This is an optimization exercise on Yosys and OpenROAD, whose aim is small area, a short achievable clock period and few clock cycles per item, not a production implementation. In this exercise RTL edits were held to simulation tests only and were not proved equivalent to the original. Power and IR drop assume default switching activity.

P:
==> flow/design.v <==
module bmt32 (
    input  wire        clk,
    input  wire        rst,        
    input  wire        start,
    input  wire        wr_en,
    input  wire [4:0]  wr_addr,
    input  wire [31:0] wr_data,
    input  wire        rd_en,
    input  wire [4:0]  rd_addr,
    output reg  [31:0] rd_data,    
    output wire        busy,
    output reg         done
);
    assign busy = 1'b0;
    always @(posedge clk) begin
        if (rst)
            done <= 1'b0;
        else if (start)
            done <= 1'b1;
    end
    reg ph;
    always @(posedge clk)
        ph <= ~ph;
    wire          tr = start;
    wire [31:0]   we;
    wire [31:0]   hold;
    wire [31:0]   keep;           
    wire [31:0]   rsel;
    wire [31:0]   wdx = wr_data ^ {32{ph}};
    reg  [1023:0] s;              
    genvar i, j;
    generate
        for (i = 0; i < 32; i = i + 1) begin : g_sel
            assign we[i]   = wr_en & (wr_addr == i);
            assign hold[i] = ~(tr | we[i]);
            assign keep[i] = ~we[i];
            assign rsel[i] = (rd_addr == i);
        end
        for (i = 0; i < 32; i = i + 1) begin : g_row
            for (j = 0; j < 32; j = j + 1) begin : g_bit
                wire d;
                if (i == j) begin : g_diag
                    bmt32_aoi2 u_sel (.a0(we[i]), .b0(wdx[j]),
                                      .a1(keep[i]), .b1(s[32*i+j]), .y(d));
                end else begin : g_off
                    bmt32_aoi3 u_sel (.a0(tr), .b0(s[32*j+i]),
                                      .a1(we[i]), .b1(wdx[j]),
                                      .a2(hold[i]), .b2(s[32*i+j]), .y(d));
                end
                always @(posedge clk)
                    s[32*i+j] <= d;
            end
        end
    endgenerate
    reg [95:0] rpart;             
    reg        pho, phon;
    generate
        for (j = 0; j < 32; j = j + 1) begin : g_rcol
            wire [10:0] grp_n;     
            for (i = 0; i < 10; i = i + 1) begin : g_grp
                bmt32_aoi3 u_aoi (.a0(rsel[3*i]),   .b0(s[32*(3*i)+j]),
                                  .a1(rsel[3*i+1]), .b1(s[32*(3*i+1)+j]),
                                  .a2(rsel[3*i+2]), .b2(s[32*(3*i+2)+j]),
                                  .y(grp_n[i]));
            end
            bmt32_aoi2 u_aoi2 (.a0(rsel[30]), .b0(s[32*30+j]),
                               .a1(rsel[31]), .b1(s[32*31+j]),
                               .y(grp_n[10]));
            always @(posedge clk) begin
                rpart[3*j]   <= ~&grp_n[3:0];
                rpart[3*j+1] <= ~&grp_n[7:4];
                rpart[3*j+2] <= ~&grp_n[10:8];
            end
            if (j < 16) begin : g_lo
                always @(*)
                    rd_data[j] = (|rpart[3*j +: 3]) ^ pho;
            end else begin : g_hi
                always @(*)
                    rd_data[j] = ~((|rpart[3*j +: 3]) ^ phon);
            end
        end
    endgenerate
    always @(posedge clk) begin
        pho  <= ph;
        phon <= ~ph;
    end
endmodule
module bmt32_aoi3 (
    input  wire a0, b0, a1, b1, a2, b2,
    output wire y
);
    assign y = ~((a0 & b0) | (a1 & b1) | (a2 & b2));
endmodule
module bmt32_aoi2 (
    input  wire a0, b0, a1, b1,
    output wire y
);
    assign y = ~((a0 & b0) | (a1 & b1));
endmodule
Settings: LEC_CHECK=0, CAP_MARGIN=20, CELL_PAD_IN_SITES_DETAIL_PLACEMENT=1, CELL_PAD_IN_SITES_GLOBAL_PLACEMENT=2, CORE_MARGIN=2, CORE_UTILIZATION=35, CTS_BUF_LIST=sky130_fd_sc_hd__clkbuf_16, CTS_CLUSTER_DIAMETER=100, CTS_CLUSTER_SIZE=24, PLACE_DENSITY=0.5, SETUP_SLACK_MARGIN=2.8, SLEW_MARGIN=20, SYNTH_HIERARCHICAL=1; clock period 5.0 ns.
run.sh (not shown) runs the stock make flow with config.mk's settings and CLKGATE_MAP_FILE= SYNTH_SCRIPT=/design/flow/synth_recipe.tcl, a recipe that flattens the netlist after the stock synthesis.
Testbench counts of P, summed over its fixed seeds: cycles 8,712, items 256.
[inputs] Q vs P
diff --git a/flow/design.v b/flow/design.v
--- a/flow/design.v
+++ b/flow/design.v
@@ -6,9 +6,9 @@
     input  wire [4:0]  wr_addr,
     input  wire [31:0] wr_data,
     input  wire        rd_en,
     input  wire [4:0]  rd_addr,
-    output reg  [31:0] rd_data,    
+    output reg  [31:0] rd_data,
     output wire        busy,
     output reg         done
 );
     assign busy = 1'b0;
@@ -51,10 +51,9 @@
                     s[32*i+j] <= d;
             end
         end
     endgenerate
-    reg [95:0] rpart;             
-    reg        pho, phon;
+    wire [31:0] rmux;
     generate
         for (j = 0; j < 32; j = j + 1) begin : g_rcol
             wire [10:0] grp_n;     
             for (i = 0; i < 10; i = i + 1) begin : g_grp
@@ -65,26 +64,13 @@
             end
             bmt32_aoi2 u_aoi2 (.a0(rsel[30]), .b0(s[32*30+j]),
                                .a1(rsel[31]), .b1(s[32*31+j]),
                                .y(grp_n[10]));
-            always @(posedge clk) begin
-                rpart[3*j]   <= ~&grp_n[3:0];
-                rpart[3*j+1] <= ~&grp_n[7:4];
-                rpart[3*j+2] <= ~&grp_n[10:8];
-            end
-            if (j < 16) begin : g_lo
-                always @(*)
-                    rd_data[j] = (|rpart[3*j +: 3]) ^ pho;
-            end else begin : g_hi
-                always @(*)
-                    rd_data[j] = ~((|rpart[3*j +: 3]) ^ phon);
-            end
+            assign rmux[j] = ~&grp_n ^ ph;
         end
     endgenerate
-    always @(posedge clk) begin
-        pho  <= ph;
-        phon <= ~ph;
-    end
+    always @(posedge clk)
+        rd_data <= rmux;
 endmodule
 module bmt32_aoi3 (
     input  wire a0, b0, a1, b1, a2, b2,
     output wire y
==> comparison <==
Detail-routed via count per cell delta for Q relative to P: 1.9% higher
Q ends up with a sequential fraction of design power that is 0.4 points lower than in P.
Going from P to Q, the final cell count was found to have gone down by about 6%.
Q ends up with lower wire length than P does.
Summary of the comparison: total internal power is lower in Q, relative to P.
Note that the flip-flop and latch count recorded for Q amounts to 0.942 times the value seen in P.
Cmp Q vs P: setup slack at placement lower in Q
Q ends up with a time the worst path needs with I/O delays and setup that is 0.036 ns lower than in P.
On Q: non-clock buffer count is 124 lower than what P gave.
Comparing Q and P, synthesis-to-layout area growth is lower on Q.
Q -> P: synthesized-area fraction occupied by and/or/nand/nor cells flat
Testbench counts of Q, summed over its fixed seeds: cycles 8,712, items 256.

## afterwards: timing with drivers on the ports
The flow's constraints put no driver on any port. The routed layouts listed below were extracted and timed again, unchanged, in two steps.
Step 1, drivers: a clkbuf_16 drives clk and a buf_2 each remaining input, both assumed.
Step 2, shift: input delay + t, output delay - t, t = (earliest + latest rising clock arrival at the registers) / 2. This alone moves slack from input paths to output paths.
Three values: ideal ports, drivers, drivers and shift; two values: the first two.
run	shift t [ns]	setup WS [ns]	clock arrival spread, ns	worst data-port slew with drivers (ns)	cell pins on the clock port's net
P	0.764	2.248 / 2.169 / 1.518	0.025 / 0.025	0.08	1
Q	0.772	2.283 / 2.253 / 1.481	0.037 / 0.037	0.19	1
After both steps every run listed still meets setup and hold. The setup slack of Q, which loses most, moves by -0.030 ns with the drivers and by -0.802 ns with both steps.
